This design comes from an exercise in tuning for small area, a short achievable clock period and few clock cycles per item on the open sky130 flow, not from production work. RTL that was checked went through simulation tests only; none was proved equivalent to the original. No functional check of the RTL was part of runs 1 to 4 and 9. Power is estimated from default activity; no workload was simulated.

[design.v]
module p286_tmds_ser (
    input  wire        clk,
    input  wire        rst,         
    input  wire        in_valid,
    output wire        in_ready,
    input  wire        in_ctl,      
    input  wire        in_hsync,    
    input  wire        in_vsync,    
    input  wire [23:0] in_rgb,      
    output wire        out_valid,
    output wire [5:0]  out_unit
);
    reg  [4:0] t_q;         
    reg        run_q;       
    reg        rdy_q;       
    reg        ld_q;        
    reg        last_q;      
    reg        ov_q;        
    reg        pix_q;       
    reg        m0_q;        
    reg        m9_q;        
    reg        mid_q;       
    reg        pass1_q;     
    reg  [9:0] ring_q [0:2];
    reg  [2:0] inv_q;
    reg  [2:0] k_q;         
    reg  [2:0] o_q;
    wire accept = in_valid && ld_q;
    wire t0     = (t_q == 5'd0);
    wire tend   = !run_q || (t_q == 5'd19);    
    wire k354n  = (t_q == 5'd2) || (t_q == 5'd4) || (t_q == 5'd6) || (t_q == 5'd8) || (t_q == 5'd9);
    wire t8     = (t_q == 5'd8);
    wire t9     = (t_q == 5'd9);
    always @(posedge clk) begin
        if (rst) begin
            run_q  <= 1'b0;
            t_q    <= 5'd0;
            rdy_q  <= 1'b1;
            ld_q   <= 1'b1;
            last_q <= 1'b0;
            ov_q   <= 1'b0;
        end else begin
            run_q  <= accept || (run_q && t_q != 5'd19);
            t_q    <= (!accept && run_q && t_q != 5'd19) ? t_q + 5'd1 : 5'd0;
            rdy_q  <= !(in_valid && rdy_q) && (!run_q || t_q == 5'd18 || t_q == 5'd19);
            ld_q   <= !accept && (!run_q || t_q[4:1] == 4'd9);
            last_q <= run_q && t_q == 5'd19;
            ov_q   <= (run_q && !t0) || last_q;
        end
    end
    always @(posedge clk) begin
        mid_q   <= run_q && pix_q && (t_q <= 5'd7);
        pass1_q <= run_q && (t_q <= 5'd9);
        if (ld_q) begin
            pix_q <= !in_ctl;
            m0_q  <= !in_hsync;
            m9_q  <= in_hsync ^ in_vsync;
        end
    end
    genvar c;
    generate
        for (c = 0; c < 3; c = c + 1) begin : ch
            wire [9:0] r = ring_q[c];
            wire [7:0] din = in_rgb[8*c +: 8];
            wire a1 = r[2], a2 = r[3], a3 = r[4], a4 = r[5], a5 = r[6], a6 = r[7], a7 = r[8];
            wire p12 = a1 & a2, p34 = a3 & a4, o12 = a1 | a2, o34 = a3 | a4;
            wire ge1a = o12 | o34;
            wire ge2a = p12 | p34 | (o12 & o34);
            wire ge3a = (p12 & o34) | (p34 & o12);
            wire ge4a = p12 & p34;
            wire ge1b = a5 | a6 | a7;
            wire ge2b = (a5 & a6) | (a5 & a7) | (a6 & a7);
            wire ge3b = a5 & a6 & a7;
            wire maj = ge4a | (ge3a & ge1b) | (ge2a & ge2b) | (ge1a & ge3b);
            wire inv = inv_q[c];
            wire x   = r[9] ^ r[0] ^ inv;
            wire fb  = mid_q ? x : k_q[c];
            wire mk  = (c == 0) ? (t9 ? m9_q : m0_q) : 1'b0;
            wire kn  = tend ? 1'b1 :
                       pix_q ? (t8 ? inv : !inv) :
                       (k354n ^ mk);
            always @(posedge clk) begin
                if (ld_q)
                    ring_q[c] <= {fb, din, r[1]};
                else
                    ring_q[c] <= {fb, r[9:1]};
                if (t0)
                    inv_q[c] <= maj;
                k_q[c] <= kn;
                o_q[c] <= mid_q ? !x : pass1_q ? (k_q[c] ^ pix_q) : r[0];
            end
        end
    endgenerate
    assign in_ready  = rdy_q;
    assign out_valid = ov_q;
    assign out_unit  = {~o_q[2], o_q[2], ~o_q[1], o_q[1], ~o_q[0], o_q[0]};
endmodule
[flow/run.sh]
#!/bin/bash
export BUFFER_PORTS_ARGS="-buffer_cell sky130_fd_sc_hd__buf_1"
bash standard.sh > standard.log 2>&1
[standard.sh]
#!/bin/bash
# synth_recipe.tcl (not shown) runs the flow's synth.tcl, then flattens the netlist and writes it again
# the make line also repeats each setting of config.mk as NAME=value (left out here)
make -C /OpenROAD-flow-scripts/flow DESIGN_CONFIG=/design/flow/config.mk WORK_HOME=/design/flow/orfs CLKGATE_MAP_FILE= SYNTH_SCRIPT=/design/flow/synth_recipe.tcl "${@:-finish}"
[config.mk]
export PLATFORM = sky130hd
export DESIGN_NAME = p286_tmds_ser
export DESIGN_NICKNAME = p286_tmds_ser
export VERILOG_FILES = /design/flow/design.v
export SDC_FILE = /design/flow/constraint.sdc
export NUM_CORES = 4
export LEC_CHECK = 0
export CAP_MARGIN = 20
export CORE_MARGIN = 2
export CORE_UTILIZATION = 40
export SETUP_SLACK_MARGIN = 3.3
export SLEW_MARGIN = 20
[constraint.sdc]
create_clock -name core_clock -period 5.0 [get_ports {clk}]
set_input_delay 1.0000 -clock core_clock [delete_from_list [all_inputs] [get_ports {clk}]]
set_output_delay 1.0000 -clock core_clock [all_outputs]
set_load 0.01 [all_outputs]
==> results of run 1 <==
-- layout by cell type (no fill, tap or decap), types with 3 or more instances in the layout --
cell type   n
a211oi_1    4
a21oi_1     9
buf_1      29
buf_2       3
buf_6       5
clkbuf_8    5
dfxtp_1    43
dfxtp_2     5
edfxtp_1    6
ha_1        4
inv_1       9
inv_2       3
maj3_1      3
mux2_2     26
mux2i_1     3
nand2_1    11
nand3_1     4
nor2_1     14
nor3_1      3
o211ai_1    3
o21ai_0    10
o21bai_1    3
xnor2_1    11
xor2_1      6
-- cell usage after synthesis (4+ instances only) --
cell,instances
nor2_1,14
a21oi_1,9
ha_1,4
xnor2_1,11
edfxtp_1,6
o21ai_0,10
mux2_2,26
dfxtp_1,48
nand2_1,11
xor2_1,6
inv_1,12
a211oi_1,4
nand3_1,4
-- routing by layer --
| layer | up-vias | GRT usage (%) | wire (µm) |
|---|---|---|---|
| met5 | - | 0 | 0 |
| met4 | 0 | 6.78 | 82 |
| met3 | 6 | 3.11 | 163 |
| met2 | 30 | 23.1 | 1940 |
| met1 | 775 | 16.5 | 1930 |
| li1 | 857 | - | - |
-- worst min path at each step --
stage,from,end,cells after the start
final,ring_q[2][1],ring_q[2][0],0
after global routing,ring_q[1][1],ring_q[1][0],0
after CTS,ring_q[2][1],ring_q[2][0],0
after detailed placement,ring_q[2][1],ring_q[2][0],0
after global placement,ring_q[2][1],ring_q[2][0],0
after floorplan,ring_q[0][1],ring_q[0][0],0
-- final cells by class --
class                           count  share of cell area, %
Timing Repair Buffer               39                   7.17
Tap cell                           72                   3.31
Multi-Input combinational cell    147                   41.7
Inverter                           12                   1.65
Clock buffer                        6                   2.66
Sequential cell                    54                   42.1
Clock inverter                      2                   1.38
-- power groups by stage --
stage / Combinational (W) / Clock (W) / Sequential (W)
floorplan: 0.000128 / 0 / 0.000542
global placement: 0.000162 / 0 / 0.000552
detailed placement: 0.000164 / 0 / 0.000553
CTS: 0.000170 / 0.000298 / 0.000544
global route: 0.000196 / 0.000315 / 0.000555
finish: 0.000176 / 0.000288 / 0.000545
-- registers in the layout (all words and copies together), names as in the netlist, 3 cells and up --
register and cells:
ring_q 30, inv_q 3, k_q 3, o_q 3, t_q 5
-- cell families after synthesis --
family,share of synthesized area (%)
flops,48.4
compound gates,13.9
simple gates,10.6
mux,13.7
buf+inv,3.76
xor+xnor,6.31
fa+ha+maj,3.39
-- metrics by stage --
stage	hold WS, ns	setup slack, ns	power [W]	instances	utilization, %
2_1_floorplan	0.310	3.38	0.000670	220	-
3_3_place_gp	0.310	3.26	0.000714	323	45.5
3_5_place_dp	0.313	3.20	0.000717	323	45.5
4_1_cts	0.336	3.20	0.00101	332	48.2
5_1_grt	0.342	3.18	0.00107	332	48.6
6_report	0.334	3.22	0.00101	332	48.6
-- what timing repair did --
action / 4_1_cts / 5_1_grt
setup endpoints to repair: 12 / 8
gates resized for setup: 16 / 6
setup buffers: 1 / 0
==> impl_metrics.ini, run 1 <==
[sta]
rsz0062_at_grt = yes
tightest_slew_ns = 0.488
finalSetupViolations = 0
min_period_over_period_pct = 35.5
drv_slew = 0
tns_ns = 0
fmax_mhz = 563
period_minus_slack_ns = 1.78
skew_ns = 0.00874
maxSlewHeadroom_pct = 67.1
hold_violations = 0

[grt]
grtUsageTotal_pct = 13.7
grt_max_degree = 29
antenna_found_initial = 0
grt_pass1_vias = 1594
grt_pass1_wl_mm = 6.87
overflow = 0

[job]
maxCapViolCount = 0

[cts]
clkLatencyLatePin_ns = 0.31
numCtsBuffers = 5
cts_root_buffer = clkbuf_8
numClockSinks = 54
h-tree-depth = 2
clk_pin_slew_worst_paths_ns = 0.09
cts_tree = yes
cts_buffer_depth = 2
ctsHoldBuffers = 0

[worst_setup_path]
cp-startpoint = o_q[0]
reg2reg_from = t_q[1]
required_ns = 4.00
cp.arrival_ns = 0.78
cpPeakStageDelay_ns = 0.34
cp.depth = 2
critPathKind = flip-flop to primary output
cp_max_fo = 2
path_buf_inv = 2
r2r_setup_slack_ns = 3.45
critical-path-top-delay-family = flip-flops
reg2reg_depth = 6
cp-end-kind = primary output
path_cells = inv_2 > buf_6
worst_path_max_delay_cell = dfxtp_2
worstReg2RegEnd = k_q[0]
critPathLaunchType = flip-flop
worstSetupEndpoint = out_unit[1]

[cells_and_area]
fillers = 542
final_nets = 293
regArea_mm2 = 0.00115
drive_gt1_share_pct = 22.7
area_growth_pct = 15.4
final_area_mm2 = 0.00272
antenna_cells = 0
multiInputGateArea_mm2 = 0.00114

[routing]
routed_wl_mm = 4.11
via_count = 1668
drtIter0Drc = 62
drt_first_pass_iters = 4
wl_per_cell_um = 12.4
viasPerCell = 5.02
drt.antenna.violating_nets = 0
drc_errors = 0

[power_and_ir_drop]
p_leak_nw = 1.04
p_int_w = 0.000747
max-vdd-ir-drop_mv = 0.218
power.switching_w = 0.000262
p_clk_share_pct = 28.6
power_frac_comb_pct = 17.5
p_sw_share_pct = 26.0
seqPwrFrac_pct = 54.0
power_density_mw_per_mm2 = 371

[place]
hpwlAfterDp_mm = 2.98
gp_congestion = 0.814
placed_cell_area_mm2 = 0.00255
io_buffers = 37

[yosys]
avgSynthCellArea_um2 = 10.7
synth-seq-area-share_pct = 48.4
yosysTopAreaCell = dfxtp_1
ys_types = 44
ys_ff_latch = 54
synthArstFlopShare_pct = 0
synth_edf_count = 6
synth_nets = 254
yosys_warnings = 2
netlist_instances = 220
netlist_area_mm2 = 0.00236
ys.flop_type = dfxtp_1
yosys.area.top_type_share_pct = 40.7
synth.area.top_cells = dfxtp_1 41%, mux2_2 12%, edfxtp_1 7.6%

[floorplan]
rows = 27
pin_count = 38
core_area_mm2 = 0.00561
dieHeight_um = 80.8
start_util_pct = 42.1
dieArea_mm2 = 0.00653
die_x_um = 80.8

[run_status]
outcome = no timing/DRC/antenna violations

[worst_hold_path]
hold_path.class = flip-flop to flip-flop
==> inputs of run 2 (changes only) <==
--- a/config.mk
+++ b/config.mk
@@ -9,4 +9,4 @@
 export CORE_MARGIN = 2
 export CORE_UTILIZATION = 40
-export SETUP_SLACK_MARGIN = 3.3
+export SETUP_SLACK_MARGIN = 3.0
 export SLEW_MARGIN = 20
==> run 2 against run 1 <==
  * Via count decreased by 1.3%
  * Final area fell by 2.3%
  * Non-clock buffer count shrank 1
  * Clock power about the same
  * Synthesized cell count stayed put
  * Clock skew rose by 0.00061 ns
  * Sequential power is essentially flat
  * Core utilization decreased by 1.1 points
  * Clock-buffer cell count is the same
  * Critical endpoint is now ov_q
  * Largest cell class unchanged
  * Highest routed layer unchanged
==> impl_metrics.ini, run 2 <==
[run_status]
outcome = no timing/DRC/antenna violations

[cts]
h-tree-depth = 2
cts_buffer_depth = 2
cts_setup_buffers = 0
cts_root_buffer = clkbuf_8
post_cts_resized = 0
numCtsBuffers = 5
cts_tree = yes
clkLatencyLatePin_ns = 0.31
numClockSinks = 54
clk_pin_slew_worst_paths_ns = 0.09
ctsHoldBuffers = 0

[routing]
wl_per_cell_um = 12.2
drc_errors = 0
routed_wl_mm = 4.05
drt_first_pass_iters = 4
via_count = 1647
viasPerCell = 4.98
drt.antenna.violating_nets = 0
drtIter0Drc = 52

[yosys]
ys_ff_latch = 54
ys.flop_type = dfxtp_1
synth_edf_count = 6
avgSynthCellArea_um2 = 10.7
synthArstFlopShare_pct = 0
yosys_warnings = 2
yosys.area.top_type_share_pct = 40.7
yosysTopAreaCell = dfxtp_1
synth.area.top_cells = dfxtp_1 41%, mux2_2 12%, edfxtp_1 7.6%
yosysMostFrequentCell = dfxtp_1
synth-seq-area-share_pct = 48.4
netlist_area_mm2 = 0.00236
ys_types = 44
synthTopCellsByCount = 48 x dfxtp_1, 26 x mux2_2, 14 x nor2_1
synth_nets = 254
netlist_instances = 220

[grt]
grt_max_degree = 29
grtUsageTotal_pct = 13.5
overflow = 0
antenna_found_initial = 0
grt_pass1_vias = 1552
grt_pass1_wl_mm = 6.73

[place]
placed_cells = 323
placed_cell_area_mm2 = 0.00255
gp_congestion = 0.814
pre_cts_ws_ns = 3.20
io_buffers = 37
hpwlAfterDp_mm = 2.98

[sta]
drv_slew = 0
finalSetupViolations = 0
maxSlewHeadroom_pct = 42.8
setup_slack_ns = 3.17
hold_violations = 0
min_period_over_period_pct = 36.6
tightest_slew_ns = 0.846
fmax_mhz = 546
tns_ns = 0
rsz0062_at_grt = no
skew_ns = 0.00935
period_minus_slack_ns = 1.83

[cells_and_area]
final_area_mm2 = 0.00266
drive_gt1_share_pct = 15.8
area_growth_pct = 12.8
final_nets = 292
reg.largest.list = ring_q (30), t_q (5)
final_cell_count_no_fill = 331
antenna_cells = 0
final_cell_mix = 48 x dfxtp_1, 37 x buf_1, 26 x mux2_2
fillers = 550
largest_reg_flops = 30
largest_register = ring_q
layout_commonest_cell = dfxtp_1

[worst_hold_path]
hold_path.class = flip-flop to flip-flop
min_path_cells = 0

[worst_setup_path]
required_ns = 5.20
r2r_setup_slack_ns = 3.17
cp_max_fo = 5
cpPeakStageDelay_ns = 0.71
path_buf_inv = 1
critPathKind = flip-flop to flip-flop
cp.depth = 5
cp-end-kind = flip-flop
reg2reg_depth = 5
critical-path-top-delay-family = simple AND/OR/NAND/NOR gates
cp.arrival_ns = 2.03
critPathLaunchType = flip-flop
path_cells = inv_1 > ha_1 > nor4b_1 > nor2b_1 > o21ba_2
worst_path_max_delay_cell = nor4b_1

[floorplan]
core_area_mm2 = 0.00561
pin_count = 38
rows = 27
start_util_pct = 42.1
die_x_um = 80.8
dieArea_mm2 = 0.00653
dieHeight_um = 80.8

[power_and_ir_drop]
power_w = 0.000992
max-vdd-ir-drop_mv = 0.218
power_density_mw_per_mm2 = 373
p_leak_nw = 1.00

[job]
maxCapViolCount = 0
[run 2: changes by cell type in the layout (fill, tap and decap cells not counted), sizes merged]
cell	change
buf	-1
[run 2: area by class of cell]
cell class / instances / area [µm²] / area share, %
clock inverter: 2 / 37.5 / 1.41
inverter: 12 / 45.0 / 1.69
multi-input combinational: 147 / 1130 / 42.4
tap: 72 / 90.1 / 3.38
timing repair buffer: 38 / 146 / 5.50
sequential: 54 / 1140 / 42.9
clock buffer: 6 / 72.6 / 2.73
[run 2: metrics by stage]
step	hold WS (ns)	utilization, %
floorplan	0.310	-
global placement	0.310	45.5
detailed placement	0.313	45.5
CTS	0.336	47.5
global route	0.342	47.5
finish	0.334	47.5
[run 2: path summary, 6_finish.rpt]
kind / startpoint / to
worst min register to register: ring_q[2][1] / ring_q[2][0]
worst max-delay path: t_q[1] / ov_q
worst max register to register: t_q[1] / ov_q
worst min-delay path: ring_q[2][1] / ring_q[2][0]
[run 2: power breakdown]
group | internal (W) | total, W | leakage, nW | switching, W
Sequential | 0.000493 | 0.000542 | 0.461 | 0.0000493
Clock | 0.000150 | 0.000288 | 0.0514 | 0.000138
Combinational | 0.0000915 | 0.000162 | 0.489 | 0.0000708
Total | 0.000734 | 0.000992 | 1.00 | 0.000258
[run 2: cell families (layout without fill, tap and decap cells)]
group / Yosys count / after routing / synth area share (%)
muxes: 29 / 29 / 13.7
buffers and inverters: 19 / 58 / 3.76
adders and majority gates: 7 / 7 / 3.39
DFF: 54 / 54 / 48.4
xor gates and xnor gates: 17 / 17 / 6.31
and+or+nand+nor: 47 / 47 / 10.6
AOI/OAI and AO/OA: 47 / 47 / 13.9
[run 2: routing by layer]
metal | part of all wire [%] | global-route usage, % | vias to the layer above | wire length [µm]
met5 | 0 | 0 | - | 0
met4 | 2.0 | 6.61 | 0 | 82
met3 | 4.7 | 3.00 | 6 | 192
met2 | 46 | 22.4 | 33 | 1880
met1 | 47 | 16.6 | 754 | 1900
li1 | - | - | 854 | -
==> inputs of run 3 (changes only) <==
==> design.v (replaced) <==
module p286_tmds_ser (
    input  wire        clk,
    input  wire        rst,         
    input  wire        in_valid,
    output wire        in_ready,
    input  wire        in_ctl,      
    input  wire        in_hsync,    
    input  wire        in_vsync,    
    input  wire [23:0] in_rgb,      
    output wire        out_valid,
    output wire [5:0]  out_unit
);
    reg  [4:0] j_q;         
    reg        h_q;         
    reg        act_q;       
    reg        rdy_q;       
    reg        last_q;      
    reg        ov_q;        
    reg        pix_q;       
    reg        m0_q;        
    reg        m9_q;        
    reg  [9:0] ring_q [0:2];
    reg  [2:0] inv_q;
    reg  [2:0] o_q;
    wire i0   = !j_q[4] && !j_q[0];
        wire i9   =  j_q[4] && !j_q[3];
    wire i89  =  j_q[4] && !j_q[2];
    wire k354 = (j_q[2] && !j_q[3]) || (j_q[4] && j_q[0]) || (j_q[2] && !j_q[1]) || i9 || i0;
    wire t0     = !h_q && i0;
    wire t19    =  h_q && i9;
    wire pass1  = !h_q ? !i0 : i0;              
    wire mid    = pix_q && !h_q && !i0 && !i9;  
    wire ld     = !act_q || t19;                
    wire accept = in_valid && rdy_q;
    wire idle_n = !accept && ld;                
    always @(posedge clk) begin
        if (rst || idle_n) begin
            j_q <= 5'b10000;
            h_q <= 1'b1;
        end else begin
            j_q <= {j_q[3:0], !j_q[4]};
            h_q <= h_q ^ i9;
        end
        if (rst) begin
            act_q  <= 1'b0;
            rdy_q  <= 1'b1;
            last_q <= 1'b0;
            ov_q   <= 1'b0;
        end else begin
            act_q  <= accept || (act_q && !t19);
            rdy_q  <= !accept && (!act_q || (h_q && i89));
            last_q <= act_q && t19;
            ov_q   <= (act_q && !t0) || last_q;
        end
        if (ld) begin
            pix_q <= !in_ctl;
            m0_q  <= !in_hsync;
            m9_q  <= in_hsync ^ in_vsync;
        end
    end
    genvar c;
    generate
        for (c = 0; c < 3; c = c + 1) begin : ch
            wire [9:0] r = ring_q[c];
            wire [7:0] din = in_rgb[8*c +: 8];
            wire a1 = r[2], a2 = r[3], a3 = r[4], a4 = r[5], a5 = r[6], a6 = r[7], a7 = r[8];
            wire p12 = a1 & a2, p34 = a3 & a4, o12 = a1 | a2, o34 = a3 | a4;
            wire ge1a = o12 | o34;
            wire ge2a = p12 | p34 | (o12 & o34);
            wire ge3a = (p12 & o34) | (p34 & o12);
            wire ge4a = p12 & p34;
            wire ge1b = a5 | a6 | a7;
            wire ge2b = (a5 & a6) | (a5 & a7) | (a6 & a7);
            wire ge3b = a5 & a6 & a7;
            wire maj = ge4a | (ge3a & ge1b) | (ge2a & ge2b) | (ge1a & ge3b);
            wire inv = inv_q[c];
            wire x   = r[9] ^ r[0] ^ inv;
            wire mk  = (c == 0) ? (i0 ? m9_q : m0_q) : 1'b0;
            wire k   = t0 ? 1'b1 : pix_q ? (i9 ? inv : !inv) : (k354 ^ mk);
            wire fb  = mid ? x : k;
            always @(posedge clk) begin
                if (ld)
                    ring_q[c] <= {fb, din, r[1]};
                else
                    ring_q[c] <= {fb, r[9:1]};
                if (!pass1)
                    inv_q[c] <= maj;
                o_q[c] <= mid ? !x : pass1 ? (k ^ pix_q) : r[0];
            end
        end
    endgenerate
    assign in_ready  = rdy_q;
    assign out_valid = ov_q;
    assign out_unit  = {~o_q[2], o_q[2], ~o_q[1], o_q[1], ~o_q[0], o_q[0]};
endmodule
==> run 3 against run 2 <==
  * Total power shrank 13%
  * Fmax shrank 0.13%
  * Register-to-register slack is essentially flat
  * Sequential share of layout area grew 0.33 points
  * Critical path type unchanged
  * Largest power group unchanged
==> impl_metrics.ini, run 3 <==
[run_status]
outcome = no timing/DRC/antenna violations

[worst_setup_path]
r2r_setup_slack_ns = 3.17
cp-end-kind = flip-flop
cp.arrival_ns = 1.99
critPathLaunchType = flip-flop
cp-startpoint = j_q[4]
required_ns = 5.16
reg2reg_from = j_q[4]
worstSetupEndpoint = o_q[0]
reg2reg_depth = 6
critPathKind = flip-flop to flip-flop
cp_max_fo = 7
worstReg2RegEnd = o_q[0]

[power_and_ir_drop]
max-vdd-ir-drop_mv = 0.190
power_frac_comb_pct = 17.6
p_leak_nw = 0.988
power_w = 0.000868
seqPwrFrac_pct = 55.6
p_int_w = 0.000630
p_sw_share_pct = 27.5
power.switching_w = 0.000239
p_clk_share_pct = 26.8
power_density_mw_per_mm2 = 360

[grt]
antenna_found_initial = 0
grtUsageTotal_pct = 15.0
grt_pass1_vias = 1622
grt_max_degree = 28
grt_pass1_wl_mm = 7.16
overflow = 0

[routing]
viasPerCell = 4.77
drt.antenna.violating_nets = 0
routed_wl_mm = 4.06
wl_per_cell_um = 11.2
drt_first_pass_iters = 4
drtIter0Drc = 95
drc_errors = 0
via_count = 1738

[yosys]
ys.flop_type = dfxtp_1
ys_types = 38
synth_edf_count = 6
synth-seq-area-share_pct = 49.6
synth.area.top_cells = dfxtp_1 41%, nand2_1 15%, edfxtp_1 8.6%
yosys_warnings = 2
netlist_instances = 255
yosysMostFrequentCell = nand2_1
ys_ff_latch = 49
synthTopCellsByCount = 84 x nand2_1, 43 x dfxtp_1, 18 x nor2_1
avgSynthCellArea_um2 = 8.22
synthArstFlopShare_pct = 0
synth_nets = 287
yosysTopAreaCell = dfxtp_1
netlist_area_mm2 = 0.00210
yosys.area.top_type_share_pct = 41.1

[sta]
skew_ns = 0.00462
period_minus_slack_ns = 1.83
min_period_over_period_pct = 36.7
fmax_mhz = 546
maxSlewHeadroom_pct = 61.9
hold_violations = 0
tns_ns = 0
finalSetupViolations = 0
rsz0062_at_grt = no
tightest_slew_ns = 0.569
drv_slew = 0

[cells_and_area]
reg.largest.list = ring_q (30), j_q (5)
final_util_pct = 47.6
final_cell_mix = 84 x nand2_1, 42 x dfxtp_1, 37 x buf_1
final_nets = 325
largest_register = ring_q
layout_commonest_cell = nand2_1
area_growth_pct = 15.1
fillers = 549
drive_gt1_share_pct = 5.10
largest_reg_flops = 30
antenna_cells = 0

[floorplan]
core_area_mm2 = 0.00507
die_x_um = 76.4
pin_count = 38
dieHeight_um = 76.4
rows = 26
start_util_pct = 41.3
dieArea_mm2 = 0.00584

[cts]
numCtsBuffers = 5
cts_root_buffer = clkbuf_8
cts_tree = yes
clkLatencyLatePin_ns = 0.29
numClockSinks = 49
h-tree-depth = 2
clk_pin_slew_worst_paths_ns = 0.08
cts_setup_buffers = 0
cts_buffer_depth = 2
ctsHoldBuffers = 0

[place]
io_buffers = 37
hpwlAfterDp_mm = 2.76
gp_congestion = 0.803

[worst_hold_path]
hold_path.class = flip-flop to flip-flop

[job]
maxCapViolCount = 0
[run 3: cell types whose count changed in the layout (fill, tap and decap cells not counted), sizes merged, moves of 3 or more]
cell / delta
nor2: +5
nand2: +73
or3: +3
dfxtp: -5
o21ai: -7
xor2: -4
mux2: -25
a21oi: +7
nor3: +4
[run 3: logic make-up (layout without fill, tap and decap cells)]
kind of cell	Yosys count	in the layout	synth area share [%]
AO/OA/AOI/OAI	39	39	11.9
AND/OR/NAND/NOR	128	129	25.7
buffers and inverters	19	57	3.46
flip-flops	49	49	49.6
multiplexers	2	2	1.19
adder cells (fa/ha/maj)	7	7	3.58
XOR/XNOR	11	11	4.59
[run 3: worst min path at each step]
stage / to / from / depth (start not counted) / slack [ns]
final: ring_q[1][0] / ring_q[1][1] / 0 / 0.33
after global placement: ring_q[0][0] / ring_q[0][1] / 0 / 0.31
after CTS: ring_q[1][0] / ring_q[1][1] / 0 / 0.33
after floorplan: ring_q[0][0] / ring_q[0][1] / 0 / 0.31
after global routing: ring_q[1][0] / ring_q[1][1] / 0 / 0.34
after detailed placement: ring_q[0][0] / ring_q[0][1] / 0 / 0.31
[run 3: stage by stage]
step           setup WS, ns  std cells  area (µm²)  hold WS [ns]
2_1_floorplan          3.17        255        2100         0.310
3_3_place_gp           2.59        355        2300         0.310
3_5_place_dp           2.52        355        2300         0.313
4_1_cts                3.01        364        2400         0.333
5_1_grt                2.98        364        2410         0.339
6_report               3.17        364        2410         0.328
[run 3: cell type report]
type	instances	area, µm²	area share, %
Clock buffer	8	90.1	3.73
Inverter	12	47.5	1.97
Multi-Input combinational cell	188	1010	41.7
Sequential cell	49	1040	43.2
Tap cell	70	87.6	3.63
Timing Repair Buffer	37	139	5.75
[run 3: metal layers]
metal	vias to the layer above	track usage (%)	wire length [µm]
met5	-	0	0
met4	0	5.09	27
met3	2	3.67	136
met2	33	24.2	1830
met1	772	19.7	2070
li1	931	-	-
[run 3: timing repair]
item,CTS,global route
resized for setup,2,5
endpoints found under the setup margin,34,31
pin swaps,0,0
gates cloned,1,0
[run 3: critical path, cell delays in order (launching register included)]
cell       delay [ns]
dfxtp_2          0.36
nor2_1           0.21
ha_1             0.31
inv_1            0.19
nor4_1           0.09
a2111oi_1        0.42
o21ai_1          0.13
[run 3: power by group through the flow]
stage	clock network, W	logic [W]	registers [W]
floorplan	0	0.000113	0.000486
global placement	0	0.000149	0.000492
detailed placement	0	0.000150	0.000492
CTS	0.000242	0.000154	0.000483
global route	0.000259	0.000176	0.000492
finish	0.000232	0.000153	0.000483
==> inputs of run 4 (changes only) <==
--- a/config.mk
+++ b/config.mk
@@ -9,4 +9,4 @@
 export CORE_MARGIN = 2
 export CORE_UTILIZATION = 40
-export SETUP_SLACK_MARGIN = 3.0
+export SETUP_SLACK_MARGIN = 3.2
 export SLEW_MARGIN = 20
==> run 4 against run 3 <==
  * Total power is 3.0% higher
  * Via count is 1.7% higher
  * Non-clock buffer count is 1 higher
  * Critical path depth is 5 lower
  * Flip-flop and latch count stayed put
  * Still clean on timing, DRC and antenna
==> impl_metrics.ini, run 4 <==
[run_status]
outcome = no timing/DRC/antenna violations

[place]
io_buffers = 37
hpwlAfterDp_mm = 2.74
placed_cells = 356
gp_congestion = 0.794

[yosys]
yosys_warnings = 2
synth_nets = 287
synth-seq-area-share_pct = 49.6
ys_types = 38
synthMuxAreaShare_pct = 1.19
synthXorXnorAreaFrac_pct = 4.59
synthSimpleGateAreaFrac_pct = 25.7
synth_edf_count = 6
netlist_area_mm2 = 0.00210
yosysTopAreaCell = dfxtp_1
avgSynthCellArea_um2 = 8.22
synth_compound_area_share_pct = 11.9
synthTopCellsByCount = 84 x nand2_1, 43 x dfxtp_1, 18 x nor2_1
netlist_instances = 255
ys.flop_type = dfxtp_1
synthAdderAreaFrac_pct = 3.58
synth.area.top_cells = dfxtp_1 41%, nand2_1 15%, edfxtp_1 8.6%
ys_ff_latch = 49
synthArstFlopShare_pct = 0
yosys.area.top_type_share_pct = 41.1
yosysMostFrequentCell = nand2_1
synth_top_family_by_area = simple AND/OR/NAND/NOR gates

[routing]
via_count = 1768
drc_errors = 0
drt_first_pass_iters = 4
drtIter0Drc = 115
drt.antenna.violating_nets = 0
viasPerCell = 4.86
wl_per_cell_um = 10.8
routed_wl_mm = 3.92

[sta]
hold_slack_ns = 0.332
tightest_slew_ns = 0.353
fmax_mhz = 561
skew_ns = 0.00635
tns_ns = 0
maxSlewHeadroom_pct = 75.9
drv_slew = 0
hold_violations = 0
min_period_over_period_pct = 35.6
rsz0062_at_grt = yes
period_minus_slack_ns = 1.78
finalSetupViolations = 0

[floorplan]
dieArea_mm2 = 0.00584
pin_count = 38
rows = 26
start_util_pct = 41.3
die_x_um = 76.4
dieHeight_um = 76.4
core_area_mm2 = 0.00507

[worst_hold_path]
hp-start = ring_q[0][1]
min_path_cells = 0
min_to = ring_q[0][0]
hold_path.class = flip-flop to flip-flop

[cells_and_area]
antenna_cells = 0
largest_reg_flops = 30
layout_commonest_cell = nand2_1
area_growth_pct = 17.4
final_nets = 325
final_util_pct = 48.5
largest_register = ring_q
regArea_mm2 = 0.00105
fillers = 522
multiInputGateArea_mm2 = 0.00100
reg.largest.list = ring_q (30), j_q (5)
drive_gt1_share_pct = 10.2
final_cell_mix = 84 x nand2_1, 38 x dfxtp_1, 30 x buf_1
final_cell_count_no_fill = 364

[cts]
cts_tree = yes
cts_buffer_depth = 2
cts_root_buffer = clkbuf_8
h-tree-depth = 2
ctsHoldBuffers = 0
clkLatencyLatePin_ns = 0.30
numCtsBuffers = 5
numClockSinks = 49
clk_pin_slew_worst_paths_ns = 0.09

[worst_setup_path]
critPathKind = flip-flop to primary output
r2r_setup_slack_ns = 3.30
cp-end-kind = primary output
worstReg2RegEnd = h_q
cpPeakStageDelay_ns = 0.37
worst_path_max_delay_cell = dfxtp_4
reg2reg_depth = 6
reg2reg_from = j_q[3]
path_buf_inv = 1
required_ns = 4.00
critPathLaunchType = flip-flop
cp_max_fo = 3
critical-path-top-delay-family = flip-flops
cp.arrival_ns = 0.78
path_cells = buf_6

[power_and_ir_drop]
power_density_mw_per_mm2 = 363
power_w = 0.000894
max-vdd-ir-drop_mv = 0.173
p_leak_nw = 1.03

[grt]
grtUsageTotal_pct = 14.2
grt_pass1_wl_mm = 6.91
grt_pass1_vias = 1612
grt_max_degree = 28
overflow = 0
antenna_found_initial = 0

[job]
maxCapViolCount = 0
-- run 4: worst max-delay path by stage --
stage                      start     endpoint  slack, ns  cells past startpoint
final                      rdy_q     in_ready       3.22                      1
after CTS                 o_q[2]  out_unit[5]       3.20                      2
after global routing      o_q[0]  out_unit[1]       3.17                      2
after global placement    j_q[4]        pix_q       2.97                      5
after floorplan           j_q[4]       j_q[4]       3.31                      7
after detailed placement  j_q[4]        pix_q       2.90                      5
-- run 4: power breakdown --
| part | total [W] | internal (W) | switching [W] |
|---|---|---|---|
| sequential | 0.000485 | 0.000445 | 0.0000394 |
| clock | 0.000251 | 0.000125 | 0.000126 |
| combinational | 0.000159 | 0.0000785 | 0.0000803 |
| total | 0.000894 | 0.000649 | 0.000245 |
-- run 4: cell families (layout without fill, tap and decap cells) --
| family | Yosys count | in the layout |
|---|---|---|
| adders and majority gates | 7 | 7 |
| xor gates and xnor gates | 11 | 11 |
| AOI/OAI and AO/OA | 39 | 39 |
| buffers and inverters | 19 | 58 |
| DFF | 49 | 49 |
| muxes | 2 | 2 |
| and+or+nand+nor | 128 | 128 |
-- run 4: final cells by class --
| class | instances | area share [%] |
|---|---|---|
| Clock inverter | 1 | 0.203 |
| Tap cell | 70 | 3.56 |
| Sequential cell | 49 | 42.7 |
| Clock buffer | 7 | 3.91 |
| Timing Repair Buffer | 38 | 6.81 |
| Multi-Input combinational cell | 187 | 40.8 |
| Inverter | 12 | 2.03 |
-- run 4: timing repair --
item | in CTS | in global routing
buffers inserted | 0 | 0
pin swaps | 0 | 1
gates resized for setup | 11 | 13
endpoints found under the setup margin | 39 | 14
-- run 4: stage by stage --
step	cell area, µm²	setup WS [ns]
after floorplan	2100	3.31
after global placement	2300	2.97
after detailed placement	2300	2.90
after CTS	2430	3.20
after global routing	2460	3.17
final	2460	3.22
-- run 4: per-layer routing --
metal	GRT usage, %	wire [µm]
met2	23.5	1840
met3	3.20	201
met1	18.4	1830
met5	0	0
met4	4.91	44
==> inputs of run 5 (changes only) <==
--- a/design.v
+++ b/design.v
@@ -15,4 +15,5 @@
     reg        act_q;       
     reg        rdy_q;       
+    reg        ld_q;        
     reg        last_q;      
     reg        ov_q;        
@@ -31,7 +32,6 @@
     wire pass1  = !h_q ? !i0 : i0;              
     wire mid    = pix_q && !h_q && !i0 && !i9;  
-    wire ld     = !act_q || t19;                
-    wire accept = in_valid && rdy_q;
-    wire idle_n = !accept && ld;                
+    wire accept = in_valid && ld_q;
+    wire idle_n = !accept && ld_q;                
     always @(posedge clk) begin
         if (rst || idle_n) begin
@@ -45,13 +45,15 @@
             act_q  <= 1'b0;
             rdy_q  <= 1'b1;
+            ld_q   <= 1'b1;
             last_q <= 1'b0;
             ov_q   <= 1'b0;
         end else begin
             act_q  <= accept || (act_q && !t19);
-            rdy_q  <= !accept && (!act_q || (h_q && i89));
+            rdy_q  <= !(in_valid && rdy_q) && (!act_q || (h_q && i89));
+            ld_q   <= !(accept || (act_q && !(h_q && j_q[4] && !j_q[2])));
             last_q <= act_q && t19;
             ov_q   <= (act_q && !t0) || last_q;
         end
-        if (ld) begin
+        if (ld_q) begin
             pix_q <= !in_ctl;
             m0_q  <= !in_hsync;
@@ -80,5 +82,5 @@
             wire fb  = mid ? x : k;
             always @(posedge clk) begin
-                if (ld)
+                if (ld_q)
                     ring_q[c] <= {fb, din, r[1]};
                 else
--- a/config.mk
+++ b/config.mk
@@ -9,4 +9,6 @@
 export CORE_MARGIN = 2
 export CORE_UTILIZATION = 40
+export CTS_CLUSTER_DIAMETER = 500
+export CTS_CLUSTER_SIZE = 100
 export SETUP_SLACK_MARGIN = 3.2
 export SLEW_MARGIN = 20
==> run 5 against run 4 <==
  * Worst hold slack improved by 0.0011 ns
  * Final cell count fell by 16%
  * Total power rose by 6.7%
  * Largest power group unchanged
==> impl_metrics.ini, run 5 <==
[run_status]
outcome = no timing/DRC/antenna violations

[routing]
drc_errors = 0
drtIter0Drc = 97
drt.antenna.violating_nets = 0
drt_first_pass_iters = 4
wl_per_cell_um = 11.8
viasPerCell = 4.96
via_count = 1524
routed_wl_mm = 3.63

[floorplan]
die_x_um = 76.9
dieHeight_um = 76.9
rows = 26
pin_count = 38
dieArea_mm2 = 0.00591
start_util_pct = 41.6
core_area_mm2 = 0.00511

[power_and_ir_drop]
power_frac_comb_pct = 18.0
p_int_w = 0.000714
p_leak_nw = 0.970
power.switching_w = 0.000241
max-vdd-ir-drop_mv = 0.177
p_clk_share_pct = 29.6
seqPwrFrac_pct = 52.4
p_sw_share_pct = 25.2
power_density_mw_per_mm2 = 387

[cells_and_area]
final_area_mm2 = 0.00246
final_cell_mix = 41 x dfxtp_1, 31 x buf_1, 24 x mux2_2
fillers = 511
multiInputGateArea_um2 = 998
reg.largest.list = ring_q (30), j_q (5)
regArea_mm2 = 0.00106
final_nets = 269
antenna_cells = 0
layout_commonest_cell = dfxtp_1
drive_gt1_share_pct = 23.2
largest_reg_flops = 30
final_cell_count_no_fill = 307
final_util_pct = 48.3
area_growth_pct = 16.0
largest_register = ring_q

[yosys]
ys_types = 45
synthArstFlopShare_pct = 0
ys.flop_type = dfxtp_1
synth.area.top_cells = dfxtp_1 41%, mux2_2 13%, edfxtp_1 8.5%
yosys_warnings = 2
netlist_area_mm2 = 0.00213
avgSynthCellArea_um2 = 10.8
yosysTopAreaCell = dfxtp_1
yosysMostFrequentCell = dfxtp_1
synth_nets = 228
ys_ff_latch = 50
synth_edf_count = 6
yosys.area.top_type_share_pct = 41.4
netlist_instances = 196
synth-seq-area-share_pct = 49.9
synthTopCellsByCount = 44 x dfxtp_1, 24 x mux2_2, 12 x nand2_1

[sta]
rsz0062_at_grt = yes
period_minus_slack_ns = 1.78
tightest_slew_ns = 0.386
drv_slew = 0
skew_ns = 0.00353
fmax_mhz = 561
finalSetupViolations = 0
min_period_over_period_pct = 35.7
hold_violations = 0
tns_ns = 0
maxSlewHeadroom_pct = 74.1

[place]
io_buffers = 37
placed_cells = 300
gp_congestion = 0.886
placed_cell_area_mm2 = 0.00233
hpwlAfterDp_mm = 2.66

[worst_setup_path]
worstSetupEndpoint = out_unit[3]
path_cells = inv_1 > buf_2
cp-end-kind = primary output
cp-startpoint = o_q[1]
reg2reg_depth = 6
reg2reg_from = j_q[4]
cpPeakStageDelay_ns = 0.34
r2r_setup_slack_ns = 3.33
required_ns = 4.00
cp.arrival_ns = 0.78
worst_path_max_delay_cell = dfxtp_2
critPathLaunchType = flip-flop
cp_max_fo = 2
critPathKind = flip-flop to primary output
worstReg2RegEnd = o_q[0]

[cts]
ctsHoldBuffers = 0
numClockSinks = 50
clkLatencyLatePin_ns = 0.29
cts_tree = yes
cts_root_buffer = clkbuf_8
clk_pin_slew_worst_paths_ns = 0.08
cts_setup_buffers = 0
cts_buffer_depth = 2
h-tree-depth = 2
post_cts_resized = 6
numCtsBuffers = 5

[grt]
grt_pass1_wl_mm = 6.18
overflow = 0
grtUsageTotal_pct = 13.1
antenna_found_initial = 0
grt_pass1_vias = 1379
grt_max_degree = 29

[job]
maxCapViolCount = 0

[worst_hold_path]
hold_path.class = flip-flop to flip-flop
run 5: changes by cell type after synthesis, moves of 4 or more:
| cell | delta |
|---|---|
| mux2_2 | +24 |
| nor2_1 | -9 |
| a21o_1 | +4 |
| nor3_1 | -5 |
| nand2_1 | -72 |
| a21oi_1 | -6 |
| clkbuf_1 | -5 |
run 5: per-layer routing:
metal  global-route usage (%)  part of all wire (%)  vias up
met4                     4.91                   1.2        0
met5                        0                     0        -
met1                     17.3                    48      698
met3                     3.76                   4.9        4
li1                         -                     -      788
met2                     20.2                    46       34
run 5: critical path, delay by kind of cell (launching register included):
kind / cells / cell delay (ns)
flip-flops: 1 / 0.34
buffers and inverters: 2 / 0.15
run 5: kinds of logic (layout without fill, tap and decap cells):
kind of cell	count (synthesis)	in the layout	share of synthesized area (%)
compound gates	42	42	14.4
xor+xnor	11	11	4.53
fa+ha+maj	5	5	2.59
buf+inv	15	56	3.12
flops	50	50	49.9
mux	26	26	13.9
simple gates	47	47	11.5
run 5: how the worst min path moves through the flow:
stage | startpoint | endpoint | slack [ns] | cells after the start
floorplan | ring_q[0][1] | ring_q[0][0] | 0.31 | 0
global placement | ring_q[0][1] | ring_q[0][0] | 0.31 | 0
detailed placement | ring_q[2][1] | ring_q[2][0] | 0.32 | 0
CTS | ring_q[2][1] | ring_q[2][0] | 0.34 | 0
global route | ring_q[2][1] | ring_q[2][0] | 0.34 | 0
finish | ring_q[2][1] | ring_q[2][0] | 0.33 | 0
run 5: stage by stage:
step                hold slack, ns  total power, W  setup WS (ns)
floorplan                    0.310        0.000630           3.50
global placement             0.313        0.000673           3.25
detailed placement           0.317        0.000675           3.24
CTS                          0.338        0.000965           3.20
global route                 0.343         0.00101           3.17
finish                       0.333        0.000955           3.22
run 5: power by group through the flow:
stage	clock network (W)	registers [W]	logic, W
after floorplan	0	0.000502	0.000128
after global placement	0	0.000507	0.000166
after detailed placement	0	0.000509	0.000166
after CTS	0.000295	0.000501	0.000169
after global routing	0.000311	0.000509	0.000193
final	0.000283	0.000500	0.000172
run 5: area by class of cell:
| cell class | instances | area share, % |
|---|---|---|
| Timing Repair Buffer | 38 | 6.50 |
| Tap cell | 70 | 3.55 |
| Clock inverter | 1 | 1.22 |
| Sequential cell | 50 | 43.2 |
| Inverter | 11 | 1.68 |
| Multi-Input combinational cell | 131 | 40.5 |
| Clock buffer | 6 | 3.35 |
Testbench counts of run 5, summed over its fixed seeds: cycles 48,024, items 2,400.
==> inputs of run 6 (changes only) <==
==> flow/run.sh (replaced) <==
#!/bin/bash
export BUFFER_PORTS_ARGS="-buffer_cell sky130_fd_sc_hd__buf_1"
export CTS_ARGS="-repair_clock_nets -root_buf sky130_fd_sc_hd__clkbuf_16 -buf_list sky130_fd_sc_hd__clkbuf_16"
bash standard.sh > standard.log 2>&1
--- a/config.mk
+++ b/config.mk
@@ -9,6 +9,4 @@
 export CORE_MARGIN = 2
 export CORE_UTILIZATION = 40
-export CTS_CLUSTER_DIAMETER = 500
-export CTS_CLUSTER_SIZE = 100
 export SETUP_SLACK_MARGIN = 3.2
 export SLEW_MARGIN = 20
==> run 6 against run 5 <==
  * Worst hold slack got worse by 0.0052 ns
  * Clock skew increased by 0.0019 ns
  * Sequential power about the same
  * Global-route usage increased by 0.18 points
  * Core utilization is 0.66 points higher
  * Die area is the same
  * Critical path type unchanged
  * Sequential share of layout area fell by 0.68 points
  * Flip-flop and latch count unchanged
  * Still clean on timing, DRC and antenna
  * Total power increased by 8.4%
  * Critical path depth stayed put
  * Fmax increased by 1.1%
==> impl_metrics.ini, run 6 <==
[run_status]
outcome = no timing/DRC/antenna violations

[cells_and_area]
drive_gt1_share_pct = 20.3
reg.largest.list = ring_q (30), j_q (5)
antenna_cells = 0
area_growth_pct = 17.5
largest_reg_flops = 30
layout_commonest_cell = dfxtp_1
final_util_pct = 48.9
final_cell_mix = 43 x dfxtp_1, 34 x buf_1, 24 x mux2_2
fillers = 508
final_cell_count_no_fill = 307
final_area_mm2 = 0.00250
final_nets = 269
largest_register = ring_q

[job]
maxCapViolCount = 0

[grt]
overflow = 0
grt_pass1_wl_mm = 6.24
grtUsageTotal_pct = 13.3
grt_pass1_vias = 1388
grt_max_degree = 29
antenna_found_initial = 0

[routing]
via_count = 1547
routed_wl_mm = 3.72
wl_met1_mm = 1.85
top_layer = met4
drtIter0Drc = 80
viasPerCell = 5.04
drt_first_pass_iters = 4
met3_length_um = 152
met2_length_mm = 1.67
drt.antenna.violating_nets = 0
wl_per_cell_um = 12.1
drc_errors = 0

[sta]
setup_slack_ns = 3.24
drv_slew = 0
finalSetupViolations = 0
tns_ns = 0
period_minus_slack_ns = 1.76
maxSlewHeadroom_pct = 74.7
tightest_slew_ns = 0.377
min_period_over_period_pct = 35.3
rsz0062_at_grt = yes
hold_violations = 0
fmax_mhz = 567
skew_ns = 0.00548

[place]
hpwlAfterDp_mm = 2.66
gp_congestion = 0.886
io_buffers = 37
placed_cell_area_mm2 = 0.00233
pre_cts_ws_ns = 3.24
placed_cells = 300

[worst_hold_path]
hp-start = ring_q[2][1]
hold_path.class = flip-flop to flip-flop
min_path_cells = 0
min_to = ring_q[2][0]

[yosys]
yosysTopAreaCell = dfxtp_1
avgSynthCellArea_um2 = 10.8
synthTopCellsByCount = 44 x dfxtp_1, 24 x mux2_2, 12 x nand2_1
ys_ff_latch = 50
synth_compound_area_share_pct = 14.4
yosys.area.top_type_share_pct = 41.4
netlist_area_mm2 = 0.00213
synthSimpleGateAreaFrac_pct = 11.5
yosysMostFrequentCell = dfxtp_1
synthXorXnorAreaFrac_pct = 4.53
synthMuxAreaShare_pct = 13.9
synthAdderAreaFrac_pct = 2.59
synthArstFlopShare_pct = 0
synth.area.top_cells = dfxtp_1 41%, mux2_2 13%, edfxtp_1 8.5%
yosys_warnings = 2
synth_top_family_by_area = compound AO/OA/AOI/OAI gates
netlist_instances = 196
ys_types = 45
synth_edf_count = 6
synth-seq-area-share_pct = 49.9
synth_nets = 228
ys.flop_type = dfxtp_1

[power_and_ir_drop]
power_density_mw_per_mm2 = 414
p_leak_nw = 0.981
seqPwrFrac_pct = 48.3
p_sw_share_pct = 24.5
power.switching_w = 0.000254
p_int_w = 0.000781
p_clk_share_pct = 35.4
max-vdd-ir-drop_mv = 0.276
power_frac_comb_pct = 16.3

[worst_setup_path]
critPathKind = flip-flop to primary output
required_ns = 4.00
cp.arrival_ns = 0.76
critPathLaunchType = flip-flop
r2r_setup_slack_ns = 3.34
cp_max_fo = 2
cp-startpoint = o_q[2]
worstReg2RegEnd = o_q[0]
reg2reg_from = j_q[4]
cp-end-kind = primary output
reg2reg_depth = 6

[cts]
post_cts_resized = 0
cts_setup_buffers = 0
ctsHoldBuffers = 0
cts_tree = yes
cts_root_buffer = clkbuf_16
numCtsBuffers = 5
cts_buffer_depth = 2
clkLatencyLatePin_ns = 0.28
h-tree-depth = 2
numClockSinks = 50
clk_pin_slew_worst_paths_ns = 0.06

[floorplan]
rows = 26
pin_count = 38
dieArea_mm2 = 0.00591
die_x_um = 76.9
start_util_pct = 41.6
core_area_mm2 = 0.00511
dieHeight_um = 76.9
-- run 6: cell counts after synthesis --
Identical to the previous run, type by type.
-- run 6: routing by layer --
layer  up-vias  global-route usage (%)
met5         -                       0
met4         0                    5.45
met3         5                    3.76
met2        33                    20.1
met1       720                    17.7
li1        789                       -
-- run 6: through the flow --
| stage | hold slack (ns) | power, W |
|---|---|---|
| detailed placement | 0.317 | 0.000675 |
| global route | 0.335 | 0.00109 |
| global placement | 0.313 | 0.000673 |
| floorplan | 0.310 | 0.000630 |
| finish | 0.328 | 0.00103 |
| CTS | 0.333 | 0.00104 |
-- run 6: logic make-up after synthesis --
family                     after synthesis
AOI/OAI and AO/OA                       42
DFF                                     50
muxes                                   26
buffers and inverters                   15
adders and majority gates                5
xor gates and xnor gates                11
and+or+nand+nor                         47
-- run 6: how the worst max path moves through the flow --
stage / end
after floorplan: j_q[0]
after CTS: out_unit[3]
after global routing: out_unit[5]
after global placement: j_q[0]
final: out_unit[5]
after detailed placement: j_q[0]
-- run 6: area by class of cell --
class | count | area [µm²] | share of cell area [%]
flip-flops and latches | 50 | 1060 | 42.5
multi-input cells | 131 | 998 | 40.0
repair buffers | 38 | 150 | 6.01
clock buffers | 5 | 125 | 5.01
well taps | 70 | 87.6 | 3.51
inverters | 11 | 41.3 | 1.65
clock inverters | 2 | 33.8 | 1.35
-- run 6: worst max-delay path, cell delays in order, from the launching register on --
cell      delay (ns)
dfxtp_1         0.33
inv_1           0.04
clkbuf_2        0.11
-- run 6: power by group through the flow --
stage / combinational [W] / sequential (W) / clock [W]
2_1_floorplan: 0.000128 / 0.000502 / 0
3_3_place_gp: 0.000166 / 0.000507 / 0
3_5_place_dp: 0.000166 / 0.000509 / 0
4_1_cts: 0.000168 / 0.000500 / 0.000376
5_1_grt: 0.000189 / 0.000508 / 0.000392
6_report: 0.000169 / 0.000500 / 0.000366
==> inputs of run 7 (changes only) <==
==> flow/run.sh (replaced) <==
#!/bin/bash
export BUFFER_PORTS_ARGS="-buffer_cell sky130_fd_sc_hd__buf_1"
bash standard.sh > standard.log 2>&1
==> run 7 against run 6 <==
  * Clock-buffer cell count up 1
  * Final area shrank 1.4%
  * Clock skew is 0.0019 ns lower
  * Highest routed layer unchanged
  * Synthesized cell count did not move
  * Largest power group unchanged
  * Die area unchanged
  * Routed wire length down 2.6%
  * Still clean
  * Sequential share of layout area increased by 0.68 points
==> impl_metrics.ini, run 7 <==
[run_status]
outcome = no timing/DRC/antenna violations

[routing]
drtIter0Drc = 97
drc_errors = 0
via_count = 1524
drt_first_pass_iters = 4
viasPerCell = 4.96
drt.antenna.violating_nets = 0
routed_wl_mm = 3.63
wl_per_cell_um = 11.8

[worst_setup_path]
critical-path-top-delay-family = flip-flops
worstSetupEndpoint = out_unit[3]
required_ns = 4.00
reg2reg_depth = 6
reg2reg_from = j_q[4]
critPathKind = flip-flop to primary output
cp-startpoint = o_q[1]
worst_path_max_delay_cell = dfxtp_2
cpPeakStageDelay_ns = 0.34
worstReg2RegEnd = o_q[0]
cp.depth = 2
critPathLaunchType = flip-flop
cp_max_fo = 2
cp.arrival_ns = 0.78
path_cells = inv_1 > buf_2
r2r_setup_slack_ns = 3.33
cp-end-kind = primary output
path_buf_inv = 2

[place]
placed_cell_area_mm2 = 0.00233
hpwlAfterDp_mm = 2.66
placed_cells = 300
io_buffers = 37
gp_congestion = 0.886

[floorplan]
die_x_um = 76.9
rows = 26
dieArea_mm2 = 0.00591
core_area_mm2 = 0.00511
start_util_pct = 41.6
dieHeight_um = 76.9
pin_count = 38

[yosys]
synthSimpleGateAreaFrac_pct = 11.5
ys_types = 45
synth_nets = 228
ys_ff_latch = 50
synth_compound_area_share_pct = 14.4
yosys_warnings = 2
synthArstFlopShare_pct = 0
yosys.area.top_type_share_pct = 41.4
synthAdderAreaFrac_pct = 2.59
avgSynthCellArea_um2 = 10.8
yosysTopAreaCell = dfxtp_1
synth_edf_count = 6
synthTopCellsByCount = 44 x dfxtp_1, 24 x mux2_2, 12 x nand2_1
synth_top_family_by_area = compound AO/OA/AOI/OAI gates
synthXorXnorAreaFrac_pct = 4.53
synth-seq-area-share_pct = 49.9
yosysMostFrequentCell = dfxtp_1
ys.flop_type = dfxtp_1
netlist_instances = 196
netlist_area_mm2 = 0.00213
synth.area.top_cells = dfxtp_1 41%, mux2_2 13%, edfxtp_1 8.5%
synthMuxAreaShare_pct = 13.9

[cells_and_area]
largest_register = ring_q
final_nets = 269
drive_gt1_share_pct = 23.2
final_area_mm2 = 0.00246
area_growth_pct = 16.0
layout_commonest_cell = dfxtp_1
reg.largest.list = ring_q (30), j_q (5)
largest_reg_flops = 30
antenna_cells = 0
final_cell_count_no_fill = 307
final_cell_mix = 41 x dfxtp_1, 31 x buf_1, 24 x mux2_2

[grt]
antenna_found_initial = 0
grt_pass1_wl_mm = 6.18
grt_pass1_vias = 1379
grt_max_degree = 29
overflow = 0
grtUsageTotal_pct = 13.1

[sta]
tightest_slew_ns = 0.386
tns_ns = 0
rsz0062_at_grt = yes
fmax_mhz = 561
period_minus_slack_ns = 1.78
hold_slack_ns = 0.333
finalSetupViolations = 0
drv_slew = 0
min_period_over_period_pct = 35.7
hold_violations = 0
skew_ns = 0.00353
maxSlewHeadroom_pct = 74.1

[power_and_ir_drop]
power_density_mw_per_mm2 = 387
p_leak_nw = 0.970
max-vdd-ir-drop_mv = 0.177

[cts]
cts_root_buffer = clkbuf_8
numClockSinks = 50
cts_buffer_depth = 2
clkLatencyLatePin_ns = 0.29
clk_pin_slew_worst_paths_ns = 0.08
cts_tree = yes
h-tree-depth = 2
numCtsBuffers = 5

[job]
maxCapViolCount = 0

[worst_hold_path]
min_path_cells = 0
hold_path.class = flip-flop to flip-flop
## run 7: cell counts after synthesis
No cell type changed its count.
## run 7: cells by family (layout without fill, tap and decap cells)
logic type,Yosys count,after routing
adder cells (fa/ha/maj),5,5
AO/OA/AOI/OAI,42,42
AND/OR/NAND/NOR,47,47
flip-flops,50,50
multiplexers,26,26
buffers and inverters,15,56
XOR/XNOR,11,11
## run 7: worst min-delay path by stage
| stage | from | slack, ns | end |
|---|---|---|---|
| after floorplan | ring_q[0][1] | 0.31 | ring_q[0][0] |
| after global routing | ring_q[2][1] | 0.34 | ring_q[2][0] |
| final | ring_q[2][1] | 0.33 | ring_q[2][0] |
| after CTS | ring_q[2][1] | 0.34 | ring_q[2][0] |
| after detailed placement | ring_q[2][1] | 0.32 | ring_q[2][0] |
| after global placement | ring_q[0][1] | 0.31 | ring_q[0][0] |
## run 7: what timing repair did
item	4_1_cts	5_1_grt
endpoints found under the setup margin	3	7
buffers inserted	0	0
gates resized for setup	6	5
cloned	0	0
hold buffers	0	0
## run 7: area by class of cell
cell class	count	area (µm²)
Tap cell	70	87.6
Clock buffer	6	82.6
Multi-Input combinational cell	131	998
Sequential cell	50	1060
Clock inverter	1	30.0
Fill cell	511	2640
Timing Repair Buffer	38	160
Inverter	11	41.3
## run 7: power breakdown
| group | leakage, nW | internal [W] | switching, W |
|---|---|---|---|
| Clock | 0.0573 | 0.000160 | 0.000122 |
| Sequential | 0.430 | 0.000460 | 0.0000405 |
| Combinational | 0.483 | 0.0000940 | 0.0000776 |
## run 7: stage by stage
step	util [%]	worst slack [ns]	power, W
2_1_floorplan	-	3.50	0.000630
3_3_place_gp	45.7	3.25	0.000673
3_5_place_dp	45.7	3.24	0.000675
4_1_cts	48.1	3.20	0.000965
5_1_grt	48.3	3.17	0.00101
6_report	48.3	3.22	0.000955
## run 7: layer usage
layer | vias to the layer above | GRT usage [%] | wire [µm] | part of all wire, %
met5 | - | 0 | 0 | 0
met4 | 0 | 4.91 | 42 | 1.2
met3 | 4 | 3.76 | 176 | 4.9
met2 | 34 | 20.2 | 1660 | 46
met1 | 698 | 17.3 | 1750 | 48
li1 | 788 | - | - | -
==> inputs of run 8 (changes only) <==
==> flow/run.sh (replaced) <==
#!/bin/bash
export BUFFER_PORTS_ARGS="-buffer_cell sky130_fd_sc_hd__buf_1"
export CTS_ARGS="-sink_clustering_enable -repair_clock_nets -root_buf sky130_fd_sc_hd__clkbuf_16 -buf_list sky130_fd_sc_hd__clkbuf_16 -sink_clustering_size 100 -sink_clustering_max_diameter 500"
bash standard.sh > standard.log 2>&1
==> run 8 against run 7 <==
  * Non-clock buffer count is the same
  * Area after synthesis unchanged
  * Fmax rose by 1.1%
  * Still clean on timing, DRC and antenna
  * Largest cell class unchanged
  * Critical endpoint is now out_unit[5]
  * Sequential share of layout area down 0.68 points
  * Critical path depth stayed put
  * Clock skew is 0.0019 ns higher
  * First-iteration DRC count fell by 18%
==> impl_metrics.ini, run 8 <==
[place]
gp_congestion = 0.886
hpwlAfterDp_mm = 2.66
pre_cts_ws_ns = 3.24
io_buffers = 37

[sta]
hold_slack_ns = 0.328
fmax_mhz = 567
tightest_slew_ns = 0.377
setup_slack_ns = 3.24
skew_ns = 0.00548
hold_violations = 0
maxSlewHeadroom_pct = 74.7
tns_ns = 0
min_period_over_period_pct = 35.3
finalSetupViolations = 0
rsz0062_at_grt = yes
period_minus_slack_ns = 1.76
drv_slew = 0

[cts]
cts_setup_buffers = 0
cts_root_buffer = clkbuf_16
ctsHoldBuffers = 0
numCtsBuffers = 5
h-tree-depth = 2
clk_pin_slew_worst_paths_ns = 0.06
numClockSinks = 50
post_cts_resized = 0
cts_tree = yes
cts_buffer_depth = 2
clkLatencyLatePin_ns = 0.28

[cells_and_area]
largest_reg_flops = 30
antenna_cells = 0
reg.largest.list = ring_q (30), j_q (5)
area_growth_pct = 17.5
final_util_pct = 48.9
drive_gt1_share_pct = 20.3
layout_commonest_cell = dfxtp_1
final_nets = 269
final_cell_mix = 43 x dfxtp_1, 34 x buf_1, 24 x mux2_2
largest_register = ring_q

[worst_setup_path]
cp-end-kind = primary output
cp-startpoint = o_q[2]
critPathKind = flip-flop to primary output
worstSetupEndpoint = out_unit[5]
reg2reg_from = j_q[4]
worstReg2RegEnd = o_q[0]
required_ns = 4.00
critPathLaunchType = flip-flop
r2r_setup_slack_ns = 3.34
cp.arrival_ns = 0.76
cp_max_fo = 2
reg2reg_depth = 6

[yosys]
synth-seq-area-share_pct = 49.9
synth_edf_count = 6
synthTopCellsByCount = 44 x dfxtp_1, 24 x mux2_2, 12 x nand2_1
yosysMostFrequentCell = dfxtp_1
yosys.area.top_type_share_pct = 41.4
yosysTopAreaCell = dfxtp_1
netlist_instances = 196
synth_nets = 228
ys.flop_type = dfxtp_1
yosys_warnings = 2
synthArstFlopShare_pct = 0
avgSynthCellArea_um2 = 10.8
ys_types = 45
netlist_area_mm2 = 0.00213
synth.area.top_cells = dfxtp_1 41%, mux2_2 13%, edfxtp_1 8.5%
ys_ff_latch = 50

[power_and_ir_drop]
p_clk_share_pct = 35.4
max-vdd-ir-drop_mv = 0.276
power_density_mw_per_mm2 = 414
p_leak_nw = 0.981
p_sw_share_pct = 24.5
power_frac_comb_pct = 16.3
power_w = 0.00103
p_int_w = 0.000781
power.switching_w = 0.000254
seqPwrFrac_pct = 48.3

[grt]
grt_pass1_vias = 1388
grt_max_degree = 29
antenna_found_initial = 0
grtUsageTotal_pct = 13.3
grt_pass1_wl_mm = 6.24
overflow = 0

[floorplan]
dieHeight_um = 76.9
core_area_mm2 = 0.00511
dieArea_mm2 = 0.00591
rows = 26
die_x_um = 76.9
start_util_pct = 41.6
pin_count = 38

[routing]
drt_first_pass_iters = 4
drc_errors = 0
wl_per_cell_um = 12.1
drt.antenna.violating_nets = 0
drtIter0Drc = 80
routed_wl_mm = 3.72
via_count = 1547
viasPerCell = 5.04

[worst_hold_path]
min_path_cells = 0
hold_path.class = flip-flop to flip-flop

[run_status]
outcome = no timing/DRC/antenna violations

[job]
maxCapViolCount = 0
[run 8: cell counts after synthesis]
Identical to the previous run, type by type.
[run 8: worst max-delay path, stage by stage, from the launching register on]
cell and delay, ns:
dfxtp_1 0.33, inv_1 0.04, clkbuf_2 0.11
[run 8: per-layer routing]
metal / GRT usage, % / up-vias / share of wire [%]
met5: 0 / - / 0
met4: 5.45 / 0 / 1.5
met3: 3.76 / 5 / 4.1
met2: 20.1 / 33 / 45
met1: 17.7 / 720 / 50
li1: - / 789 / -
[run 8: through the flow]
| stage | area [µm²] | instances |
|---|---|---|
| after floorplan | 2130 | 196 |
| after global placement | 2330 | 300 |
| after detailed placement | 2330 | 300 |
| after CTS | 2490 | 307 |
| after global routing | 2500 | 307 |
| final | 2500 | 307 |
[run 8: cell families after synthesis]
group | count (synthesis) | synth area share (%)
flip-flops | 50 | 49.9
AO/OA/AOI/OAI | 42 | 14.4
adder cells (fa/ha/maj) | 5 | 2.59
AND/OR/NAND/NOR | 47 | 11.5
multiplexers | 26 | 13.9
buffers and inverters | 15 | 3.12
XOR/XNOR | 11 | 4.53
[run 8: power groups by stage]
stage	Combinational, W	Sequential (W)	Clock (W)
6_report	0.000169	0.000500	0.000366
2_1_floorplan	0.000128	0.000502	0
5_1_grt	0.000189	0.000508	0.000392
3_3_place_gp	0.000166	0.000507	0
4_1_cts	0.000168	0.000500	0.000376
3_5_place_dp	0.000166	0.000509	0
[run 8: worst min-delay path by stage]
stage | end | slack [ns] | start
2_1_floorplan | ring_q[0][0] | 0.31 | ring_q[0][1]
3_3_place_gp | ring_q[0][0] | 0.31 | ring_q[0][1]
3_5_place_dp | ring_q[2][0] | 0.32 | ring_q[2][1]
4_1_cts | ring_q[2][0] | 0.33 | ring_q[2][1]
5_1_grt | ring_q[2][0] | 0.33 | ring_q[2][1]
6_report | ring_q[2][0] | 0.33 | ring_q[2][1]
[run 8: layout make-up]
cell class	count	area [µm²]
clock buffer	5	125
clock inverter	2	33.8
fill	508	2610
inverter	11	41.3
multi-input combinational	131	998
sequential	50	1060
tap	70	87.6
timing repair buffer	38	150
==> inputs of run 9 (changes only) <==
--- a/design.v
+++ b/design.v
@@ -16,5 +16,5 @@
     reg        rdy_q;       
     reg        ld_q;        
-    reg        last_q;      
+    reg        act1_q;      
     reg        ov_q;        
     reg        pix_q;       
@@ -46,5 +46,5 @@
             rdy_q  <= 1'b1;
             ld_q   <= 1'b1;
-            last_q <= 1'b0;
+            act1_q <= 1'b0;
             ov_q   <= 1'b0;
         end else begin
@@ -52,6 +52,6 @@
             rdy_q  <= !(in_valid && rdy_q) && (!act_q || (h_q && i89));
             ld_q   <= !(accept || (act_q && !(h_q && j_q[4] && !j_q[2])));
-            last_q <= act_q && t19;
-            ov_q   <= (act_q && !t0) || last_q;
+            act1_q <= act_q;
+            ov_q   <= act1_q;
         end
         if (ld_q) begin
==> flow/run.sh (replaced) <==
#!/bin/bash
export BUFFER_PORTS_ARGS="-buffer_cell sky130_fd_sc_hd__buf_1"
bash standard.sh > standard.log 2>&1
==> run 9 against run 8 <==
  * Still clean
  * Total power fell by 11%
  * First-iteration DRC count rose by 41%
  * Worst setup slack got worse by 0.028 ns
  * Fmax fell by 1.6%
  * Routed wire length fell by 3.0%
  * Core utilization fell by 1.2 points
  * Critical path type unchanged
  * Largest power group unchanged
  * Highest routed layer unchanged
==> impl_metrics.ini, run 9 <==
[run_status]
outcome = no timing/DRC/antenna violations

[cts]
ctsHoldBuffers = 0
cts_root_buffer = clkbuf_8
cts_buffer_depth = 2
numCtsBuffers = 5
cts_tree = yes
numClockSinks = 50
clkLatencyLatePin_ns = 0.30

[worst_setup_path]
path_buf_inv = 2
r2r_setup_slack_ns = 3.41
reg2reg_from = j_q[0]
worst_path_max_delay_cell = dfxtp_2
required_ns = 4.00
critical-path-top-delay-family = flip-flops
cp_max_fo = 2
critPathLaunchType = flip-flop
reg2reg_depth = 6
worstReg2RegEnd = o_q[0]

[routing]
wl_met1_mm = 1.88
drtIter0Drc = 113
met2_length_mm = 1.49
drt.antenna.violating_nets = 0
drt_first_pass_iters = 4
drc_errors = 0
top_layer = met4
via_count = 1542
routed_wl_mm = 3.61

[power_and_ir_drop]
power_density_mw_per_mm2 = 377
p_leak_nw = 0.943

[cells_and_area]
final_nets = 277
multiInputGateArea_mm2 = 0.00101
area_growth_pct = 14.7
fillers = 487
largest_reg_flops = 30
reg.largest.list = ring_q (30), j_q (5)
largest_register = ring_q
layout_commonest_cell = dfxtp_1

[yosys]
netlist_instances = 204
yosysMostFrequentCell = dfxtp_1
ys_types = 37
synthTopCellsByCount = 44 x dfxtp_1, 24 x mux2_2, 17 x a21oi_1, 17 x nor2_1, 11 x nand2_1
netlist_area_mm2 = 0.00213
avgSynthCellArea_um2 = 10.4
yosysTopAreaCell = dfxtp_1
ys.flop_type = dfxtp_1
yosys.area.top_type_share_pct = 41.4
synth_edf_count = 6

[sta]
drv_slew = 0
maxSlewHeadroom_pct = 59.3
finalSetupViolations = 0
tns_ns = 0
min_period_over_period_pct = 35.8
hold_violations = 0
skew_ns = 0.00647
period_minus_slack_ns = 1.79
rsz0062_at_grt = yes
setup_slack_ns = 3.21

[floorplan]
die_x_um = 76.9
core_area_mm2 = 0.00511
pin_count = 38
dieArea_mm2 = 0.00591
rows = 26

[grt]
grt_pass1_wl_mm = 6.30
overflow = 0
antenna_found_initial = 0
grtUsageTotal_pct = 13.2
grt_pass1_vias = 1431

[place]
gp_congestion = 0.772
hpwlAfterDp_mm = 2.68

[worst_hold_path]
min_path_cells = 0
hold_path.class = flip-flop to flip-flop
[run 9: cell count changes in the layout (fill, tap and decap cells not counted), moves of 5 or more]
cell and delta:
clkbuf_8 +5, a21oi_1 +7, nor2_1 +8, clkbuf_16 -5
[run 9: kinds of logic after synthesis]
group | share of synthesized area [%]
simple gates | 12.7
flops | 49.9
compound gates | 12.7
mux | 13.9
buf+inv | 2.77
xor+xnor | 4.53
fa+ha+maj | 3.53
[run 9: routing by layer]
metal	global-route usage [%]	vias to the layer above
met5	0	-
met4	4.91	0
met3	3.88	8
met2	19.4	41
met1	18.2	690
li1	-	803
[run 9: worst max path at each step]
stage	startpoint	endpoint	slack, ns	depth (start not counted)
floorplan	in_valid	j_q[0]	3.51	3
global placement	in_valid	j_q[2]	3.29	4
detailed placement	in_valid	j_q[2]	3.25	4
CTS	o_q[0]	out_unit[1]	3.20	2
global route	o_q[2]	out_unit[5]	3.16	2
finish	o_q[0]	out_unit[1]	3.21	2
[run 9: final cells by class]
class	count	share of cell area (%)
Clock inverter	2	0.565
Sequential cell	50	43.7
Clock buffer	6	2.98
Timing Repair Buffer	38	6.31
Inverter	10	1.54
Tap cell	70	3.59
Multi-Input combinational cell	140	41.3
[run 9: per-stage QoR]
stage | instances | instance area [µm²] | utilization (%) | hold WS [ns]
CTS | 316 | 2430 | 47.6 | 0.335
detailed placement | 308 | 2340 | 45.8 | 0.312
global placement | 308 | 2340 | 45.8 | 0.312
finish | 316 | 2440 | 47.7 | 0.333
floorplan | 204 | 2130 | - | 0.310
global route | 316 | 2440 | 47.7 | 0.342
[run 9: what timing repair did]
item	CTS	global route
setup endpoints to repair	3	8
resized for setup	3	7
gates cloned	0	0
pin swaps	0	0
[run 9: where the power goes]
group | switching [W] | leakage [nW] | internal (W)
clock network | 0.000132 | 0.0456 | 0.0000999
logic | 0.0000820 | 0.469 | 0.0000966
registers | 0.0000452 | 0.428 | 0.000462

Re-timed with assumed drivers on the ports (clkbuf_16 on the clock, buf_2 on other inputs), run 9 has 3.182 ns of setup slack against 3.208 ns with ideal ports, and 3.241 ns once port delays also move by the mid clock arrival of 0.322 ns.
